This is an optimization exercise on Yosys and OpenROAD, whose aim is small area, a short achievable clock period and few clock cycles, not a production implementation. The RTL was checked by simulation tests, not by an equivalence proof against the original design. Power figures rest on the tool's default switching activity, not on a simulated workload.

==> flow/design.v <==
module rspf_deframer #(
    parameter MAX_FRAME   = 132,
    parameter MAX_PAYLOAD = 128
) (
    input  wire       clk,
    input  wire       rst,
    input  wire       in_valid,
    input  wire [7:0] in_data,
    output wire       in_ready,
    output reg        ev_valid,
    input  wire       ev_ready,
    output reg  [2:0] ev_kind,
    output reg  [7:0] ev_data
);
    localparam [2:0] EV_ACK = 3'd1, EV_NACK = 3'd2, EV_INT = 3'd3,
                     EV_REJECT = 3'd4, EV_PKT_BYTE = 3'd5, EV_PKT_END = 3'd6;
    localparam [2:0] S_HUNT = 3'd0, S_BODY = 3'd1, S_ESC = 3'd2, S_RLE = 3'd3,
                     S_CK1 = 3'd4, S_CK2 = 3'd5;
    localparam [2:0] C_OK = 3'd0, C_BAD_RLE = 3'd1, C_RAW_DOLLAR = 3'd2,
                     C_OVERSIZE = 3'd3, C_BAD_CK_DIGIT = 3'd4, C_CK_MISMATCH = 3'd5;
    localparam LW = 8;    
    reg [2:0]    rx_state;
    reg [7:0]    rx_sum;
    reg [LW-1:0] rx_len;       
    reg          rx_last_ok;
    reg [7:0]    rx_last;
    reg [2:0]    rx_bad;
    reg [LW-1:0] rx_wire_len;
    reg [3:0]    rx_ck_hi;
    reg          expanding;
    reg [6:0]    rle_rem;
    reg          dumping;
    reg [LW-1:0] dump_idx;
    reg [7:0] payload [0:MAX_PAYLOAD-1];
    assign in_ready = !ev_valid && !expanding && !dumping;
    wire accept = in_valid && in_ready;
    wire [7:0] b = in_data;
    reg       hex_ok;
    reg [3:0] hex_val;
    always @* begin
        hex_ok  = 1'b1;
        hex_val = 4'd0;
        if (b >= 8'h30 && b <= 8'h39)      hex_val = b[3:0];
        else if (b >= 8'h41 && b <= 8'h46) hex_val = b[3:0] + 4'd9;
        else if (b >= 8'h61 && b <= 8'h66) hex_val = b[3:0] + 4'd9;
        else                               hex_ok  = 1'b0;
    end
    reg [2:0]    n_state;
    reg [7:0]    n_sum;
    reg [LW-1:0] n_len;
    reg          n_last_ok;
    reg [7:0]    n_last;
    reg [2:0]    n_bad;
    reg [LW-1:0] n_wire;
    reg [3:0]    n_ck_hi;
    reg          n_expanding;
    reg [6:0]    n_rle_rem;
    reg          n_dumping;
    reg [LW-1:0] n_dump_idx;
    reg          ev_load;
    reg [2:0]    ev_k;
    reg [7:0]    ev_d;
    reg          wr_en;
    reg [LW-1:0] wr_addr;
    reg [7:0]    wr_data;
    reg          st_en;
    reg [7:0]    st_val;
    always @* begin
        n_state     = rx_state;
        n_sum       = rx_sum;
        n_len       = rx_len;
        n_last_ok   = rx_last_ok;
        n_last      = rx_last;
        n_bad       = rx_bad;
        n_wire      = rx_wire_len;
        n_ck_hi     = rx_ck_hi;
        n_expanding = expanding;
        n_rle_rem   = rle_rem;
        n_dumping   = dumping;
        n_dump_idx  = dump_idx;
        ev_load     = 1'b0;
        ev_k        = 3'd0;
        ev_d        = 8'd0;
        wr_en       = 1'b0;
        wr_addr     = rx_len;
        wr_data     = 8'd0;
        st_en       = 1'b0;
        st_val      = 8'd0;
        if (expanding) begin
            st_en  = 1'b1;
            st_val = rx_last;
            n_rle_rem = rle_rem - 7'd1;
            if (rle_rem == 7'd1)
                n_expanding = 1'b0;
        end else if (dumping) begin
            if (!ev_valid || ev_ready) begin
                ev_load = 1'b1;
                if (dump_idx < rx_len) begin
                    ev_k       = EV_PKT_BYTE;
                    ev_d       = payload[dump_idx];
                    n_dump_idx = dump_idx + 1'b1;
                end else begin
                    ev_k       = EV_PKT_END;
                    n_dumping  = 1'b0;
                    n_dump_idx = {LW{1'b0}};
                    n_len      = {LW{1'b0}};
                end
            end
        end else if (accept) begin
            if (rx_state == S_HUNT) begin
                case (b)
                    8'h24: begin    
                        n_sum     = 8'd0;
                        n_len     = {LW{1'b0}};
                        n_last_ok = 1'b0;
                        n_last    = 8'd0;
                        n_bad     = C_OK;
                        n_wire    = 1;
                        n_ck_hi   = 4'd0;
                        n_state   = S_BODY;
                    end
                    8'h2B: begin ev_load = 1'b1; ev_k = EV_ACK;  end
                    8'h2D: begin ev_load = 1'b1; ev_k = EV_NACK; end
                    8'h03: begin ev_load = 1'b1; ev_k = EV_INT;  end
                    default: ;      
                endcase
            end else if (rx_state != S_ESC && b == 8'h03) begin
                ev_load = 1'b1;
                ev_k    = EV_INT;
            end else begin
                if (rx_wire_len != MAX_FRAME + 1)
                    n_wire = rx_wire_len + 1'b1;
                if (n_wire > MAX_FRAME && n_bad == C_OK) begin
                    n_bad = C_OVERSIZE;
                    n_len = {LW{1'b0}};
                end
                case (rx_state)
                    S_ESC: begin
                        n_sum   = rx_sum + b;
                        st_en   = 1'b1;
                        st_val  = b ^ 8'h20;
                        n_state = S_BODY;
                    end
                    S_BODY: begin
                        case (b)
                            8'h7D: begin    
                                n_sum   = rx_sum + b;
                                n_state = S_ESC;
                            end
                            8'h2A: begin    
                                n_sum = rx_sum + b;
                                if (!rx_last_ok && n_bad == C_OK) begin
                                    n_bad = C_BAD_RLE;
                                    n_len = {LW{1'b0}};
                                end
                                n_state = S_RLE;
                            end
                            8'h24: begin    
                                n_sum = rx_sum + b;
                                if (n_bad == C_OK) begin
                                    n_bad = C_RAW_DOLLAR;
                                    n_len = {LW{1'b0}};
                                end
                            end
                            8'h23: begin    
                                n_state = S_CK1;
                            end
                            default: begin
                                n_sum  = rx_sum + b;
                                st_en  = 1'b1;
                                st_val = b;
                            end
                        endcase
                    end
                    S_RLE: begin
                        n_sum = rx_sum + b;
                        if (b >= 8'h20 && b <= 8'h7E) begin
                            if (rx_last_ok && n_bad == C_OK) begin
                                n_expanding = 1'b1;
                                n_rle_rem   = b[6:0] - 7'd29;
                            end
                        end else if (n_bad == C_OK) begin
                            n_bad = C_BAD_RLE;
                            n_len = {LW{1'b0}};
                        end
                        n_state = S_BODY;
                    end
                    S_CK1: begin
                        if (hex_ok)
                            n_ck_hi = hex_val;
                        else if (n_bad == C_OK) begin
                            n_bad = C_BAD_CK_DIGIT;
                            n_len = {LW{1'b0}};
                        end
                        n_state = S_CK2;
                    end
                    default: begin  
                        if (n_bad == C_OK) begin
                            if (!hex_ok) begin
                                n_bad = C_BAD_CK_DIGIT;
                                n_len = {LW{1'b0}};
                            end else if ({rx_ck_hi, hex_val} != rx_sum) begin
                                n_bad = C_CK_MISMATCH;
                                n_len = {LW{1'b0}};
                            end
                        end
                        if (n_bad == C_OK) begin
                            n_dumping  = 1'b1;
                            n_dump_idx = {LW{1'b0}};
                        end else begin
                            ev_load = 1'b1;
                            ev_k    = EV_REJECT;
                            ev_d    = {5'd0, n_bad};
                            n_len   = {LW{1'b0}};
                        end
                        n_sum     = 8'd0;
                        n_last_ok = 1'b0;
                        n_last    = 8'd0;
                        n_bad     = C_OK;
                        n_wire    = {LW{1'b0}};
                        n_ck_hi   = 4'd0;
                        n_state   = S_HUNT;
                    end
                endcase
            end
        end
        if (st_en) begin
            if (n_bad == C_OK) begin
                if (n_len >= MAX_PAYLOAD) begin
                    n_bad = C_OVERSIZE;
                    n_len = {LW{1'b0}};
                end else begin
                    wr_en   = 1'b1;
                    wr_addr = n_len;
                    wr_data = st_val;
                    n_len   = n_len + 1'b1;
                end
            end
            n_last_ok = 1'b1;
            n_last    = st_val;
            if (n_bad != C_OK)
                n_expanding = 1'b0;    
        end
    end
    always @(posedge clk) begin
        if (wr_en)
            payload[wr_addr] <= wr_data;
    end
    always @(posedge clk) begin
        if (rst) begin
            rx_state    <= S_HUNT;
            rx_sum      <= 8'd0;
            rx_len      <= {LW{1'b0}};
            rx_last_ok  <= 1'b0;
            rx_last     <= 8'd0;
            rx_bad      <= C_OK;
            rx_wire_len <= {LW{1'b0}};
            rx_ck_hi    <= 4'd0;
            expanding   <= 1'b0;
            rle_rem     <= 7'd0;
            dumping     <= 1'b0;
            dump_idx    <= {LW{1'b0}};
            ev_valid    <= 1'b0;
            ev_kind     <= 3'd0;
            ev_data     <= 8'd0;
        end else begin
            rx_state    <= n_state;
            rx_sum      <= n_sum;
            rx_len      <= n_len;
            rx_last_ok  <= n_last_ok;
            rx_last     <= n_last;
            rx_bad      <= n_bad;
            rx_wire_len <= n_wire;
            rx_ck_hi    <= n_ck_hi;
            expanding   <= n_expanding;
            rle_rem     <= n_rle_rem;
            dumping     <= n_dumping;
            dump_idx    <= n_dump_idx;
            if (ev_load) begin
                ev_valid <= 1'b1;
                ev_kind  <= ev_k;
                ev_data  <= ev_d;
            end else if (ev_ready) begin
                ev_valid <= 1'b0;
            end
        end
    end
endmodule
==> flow/run.sh <==
#!/bin/bash
# synth_recipe.tcl (not shown) runs the flow's synth.tcl, then flattens the netlist and writes it again
# the make line also repeats each setting of config.mk as NAME=value (left out here)
make -C /OpenROAD-flow-scripts/flow DESIGN_CONFIG=/design/flow/config.mk WORK_HOME=/design/flow/orfs CLKGATE_MAP_FILE= SYNTH_SCRIPT=/design/flow/synth_recipe.tcl finish
==> flow/config.mk <==
export PLATFORM = sky130hd
export DESIGN_NAME = rspf_deframer
export DESIGN_NICKNAME = rspf_deframer
export VERILOG_FILES = /design/flow/design.v
export SDC_FILE = /design/flow/constraint.sdc
export NUM_CORES = 4
export LEC_CHECK = 0
export CAP_MARGIN = 20
export CORE_MARGIN = 2
export CORE_UTILIZATION = 40
export PLACE_DENSITY = 0.6
export SLEW_MARGIN = 20
==> flow/constraint.sdc <==
create_clock -name core_clock -period 5.5 [get_ports {clk}]
set_input_delay 1.1000 -clock core_clock [delete_from_list [all_inputs] [get_ports {clk}]]
set_output_delay 1.1000 -clock core_clock [all_outputs]
set_load 0.01 [all_outputs]
==> metrics.md <==
| Metric | Value |
|---|---|
| Leakage | `13.8 nW` |
| Tmin final | `about 4800 ps` |
| Port buffer count | `24` |
| Tot GR Track Use | `0.185` |
| Top-area cell type share of the netlist area | `0.687` |
| Count leader, synth | `edfxtp_1` |
| Hold-fix buffers at CTS | `0` |
| Via-to-Cell Ratio | `between 5 and 6` |
| Post-synthesis register bit count | `1103` |
| DRT Pass-1 Iters | `6` |
| Post CTS Setup Buffer Count | `0` |
| Die H | `approximately 340 um` |
| Crit path launch type | `input pin` |
| Power Total | `17.0 mW` |
| Power per Cell Area | `327 mW/mm^2` |
| Endpoint class of the critical path | `flop` |
| DR WL/cell | `25.9 um` |
| Total clock sinks | `~1100` |
| Yosys warns | `1` |
| N_diodes | `0` |
| Outcome | `timing/DRC/antenna clean` |
| Distinct cells, synth | `between 90 and 100` |
| CP Max Fanout | `16` |
| Hold Vio Cnt, Final | `0` |
| CTS Buf Count | `around 110` |
| CTS root buffer | `clkbuf_16` |
| Crit path DAT | `5110 ps` |
| Layout net count | `2570` |
| Ys flop type | `edfxtp_1` |
| VDD IR-drop max | `between 0.0002 and 0.00025 V` |
| Pins over their slew limit | `0` |
| Grt total ovfl | `0` |
| Area of the mapped netlist | `0.0447 sq mm` |
| Gpl congestion | `roughly 0.87` |
| Setup TNS | `0 ps` |
| Critical path's top delay family | `simple AND/OR/NAND/NOR gates` |
| Final setup violation count | `0` |
| First-pass GRT wire length | `roughly 160000 um` |
| Remaining DRCs | `0` |
| DIE AREA | `around 0.11 sq mm` |
| Slowest cell on the critical path | `nor2_1` |
| Post-Syn Nets | `between 2000 and 2500` |
| Sequential cell area fraction in the yosys report | `0.722` |
| DRT Wirelength | `107000 um` |
| Largest net degree at the start of global routing | `between 100 and 150` |
| Clock Tree Buf Depth | `3` |
| Area growth, synth to finish | `16.4%` |
| Highest clock rate | `approximately 210 MHz` |
| Mean area per synthesized cell | `approximately 19 sq um` |
| Core outline area | `approximately 0.11 sq mm` |
| Die W | `approximately 340 um` |
| Fin Clk Skew | `between 40 and 50 ps` |
| H-Tree Level Count | `3` |
| Kind of critical path | `input pin to flop` |
| I/O pin count | `25` |
| Critical Path, Cell by Cell | `clkdlybuf4s50_1 > inv_1 > ha_1 > or3b_4 > and4_2 > nor4_1 > a211oi_2 > nand2_2 > nor4_4 > buf_4 > o22ai_1 > nand3_2 > buf_12 > nor2_1` |
| Antenna viol nets, final | `0` |
| Area contributors post-synth | `edfxtp_1 69%, mux4_2 17%, dfxtp_1 3.5%` |
| CTS tree | `done` |
| Cell taking the most area after synthesis | `edfxtp_1` |
| Max cap viols | `0` |
| Worst EP required | `approximately 5800 ps` |
| Worst-margin pin slew | `~950 ps` |
| Post-Syn Instances | `2307` |
| Slew headroom | `0.365` |
| Resized cells post-CTS | `0` |
| Layout cell share with drive strength beyond 1 | `0.291` |
| Post-synth EDFFs | `roughly 1000` |
| DR vias | `23300` |
| Worst path bufs/invs | `4` |
| Number of DRC markers in iteration 0 | `between 2000 and 2500` |
| Hold Crit Class | `flop to flop` |
| Post-DP HPWL | `67300 um` |
| Async SR Flop Fraction | `0` |
| Synth cell count leaders | `1024 x edfxtp_1, 336 x mux4_2, 222 x nor2_1` |
| Period utilization | `0.873` |
| Initial Util | `0.404` |
| Worst path max stage delay | `640 ps` |
| Initial antenna violation count | `6` |
| Worst-skew pair later-pin latency | `~700 ps` |
| RSZ-0062 raised after global routing | `no` |
| FP Rows | `122` |
| Clock transition at path regs | `roughly 60 ps` |
| Number of global-route vias before repair | `23800` |
## cells by family after synthesis
family / Yosys count / synth area share
AO/OA/AOI/OAI: 190 / 0.0272
XOR/XNOR: 29 / 0.00568
adder cells (fa/ha/maj): 27 / 0.00772
buffers and inverters: 146 / 0.0141
flip-flops: 1103 / 0.722
multiplexers: 347 / 0.172
AND/OR/NAND/NOR: 465 / 0.0512
## stage by stage
stage	setup slack, ps	cells	utilization	hold slack, ps	cell area (sq um)
finish	696	4115	0.470	458	52100
global route	465	4115	0.470	488	52100
CTS	685	4113	0.469	463	52000
detailed placement	9.94	3902	0.436	454	48300
global placement	116	3902	0.436	443	48300
floorplan	-772	2307	-	436	44800
## flip-flops by register name, summed over array words and instances, names as in the netlist, 3 cells and up, named ones only
signal and cells:
rle_rem 7, rx_ck_hi 4, ev_data 8, rx_last 8, rx_len 8, payload 1024
dump_idx 8, ev_kind 3, rx_sum 8, rx_wire_len 8, rx_state 3, rx_bad 3
## layout by cell type (no fill, tap or decap), types with 34 or more instances in the layout
| cell type | netlist | routed |
|---|---|---|
| clkbuf_16 | 0 | 114 |
| a21oi_1 | 72 | 65 |
| mux4_2 | 336 | 336 |
| o21ai_0 | 36 | 36 |
| edfxtp_1 | 1024 | 1024 |
| nand2_1 | 79 | 79 |
| nor2_1 | 222 | 221 |
| nand3_1 | 34 | 34 |
| buf_4 | 3 | 180 |
| dfxtp_1 | 79 | 75 |
## worst reg2reg max path: cells and delay by family, from the launching register on
kind                     cells  cell delay, ps
AND/OR/NAND/NOR              5            1420
AO/OA/AOI/OAI                4            1800
adder cells (fa/ha/maj)      1             310
flip-flops                   1             510
buffers and inverters        1             210
## cell type report
class / count / area, sq um
multi-input combinational: 1058 / 11900
clock buffer: 125 / 2890
clock inverter: 86 / 861
fill: 9217 / 58800
timing repair buffer: 232 / 2150
inverter: 23 / 86.3
tap: 1488 / 1860
sequential: 1103 / 32300
## power by group
part / internal [mW] / switching, mW / leakage (nW)
clock network: 4.50 / 3.21 / 1.83
logic: 0.0938 / 0.164 / 3.68
registers: 9.03 / 0.0131 / 8.24
total: 13.6 / 3.39 / 13.8
## routing by layer
layer / track usage / share of wire / vias up
met1: 0.260 / 0.43 / 12300
li1: - / - / 9925
met2: 0.304 / 0.49 / 840
met5: 0 / 0 / -
met3: 0.0293 / 0.063 / 160
met4: 0.0459 / 0.020 / 0
## final timing paths
check / start / slack [ps] / cells past startpoint / end
hold / removal: rx_last[0] / 460 / 2 / rx_last[0]
setup / recovery: in_data[1] / 700 / 14 / payload[4][0]
hold reg to reg: rx_last[0] / 460 / 2 / rx_last[0]
setup reg to reg: rx_wire_len[0] / 920 / 11 / payload[83][0]
Testbench counts, summed over its fixed seeds: cycles 21,739.

-- port drivers added, routing unchanged --
The flow's constraints put no driver on any port. The routed layout listed below was extracted and timed again, unchanged, in two steps. Step 1 assumes that a clkbuf_16 drives the clock port and a buf_2 every other input. Step 2 moves the port delays by t, midway between the first and last clock arrival at a register: inputs arrive t later, outputs are due t later. That takes back most of the time a late clock gives input paths. Three values: ideal ports, drivers, drivers and shift; two values: the first two.
t (ns): 0.755
setup WS [ns]: 0.696 / 0.735 / -0.020
hold slack, ns: 0.458 / 0.458 / 0.458
slew at the worst register clock pin (ns): 0.07 / 0.07
worst slew at a driven data input, ns: 0.05
With both steps, setup timing fails in this run, where it was met with ideal ports. For this run, drivers alone change the setup slack by +0.039 ns; drivers and shift together by -0.716 ns.
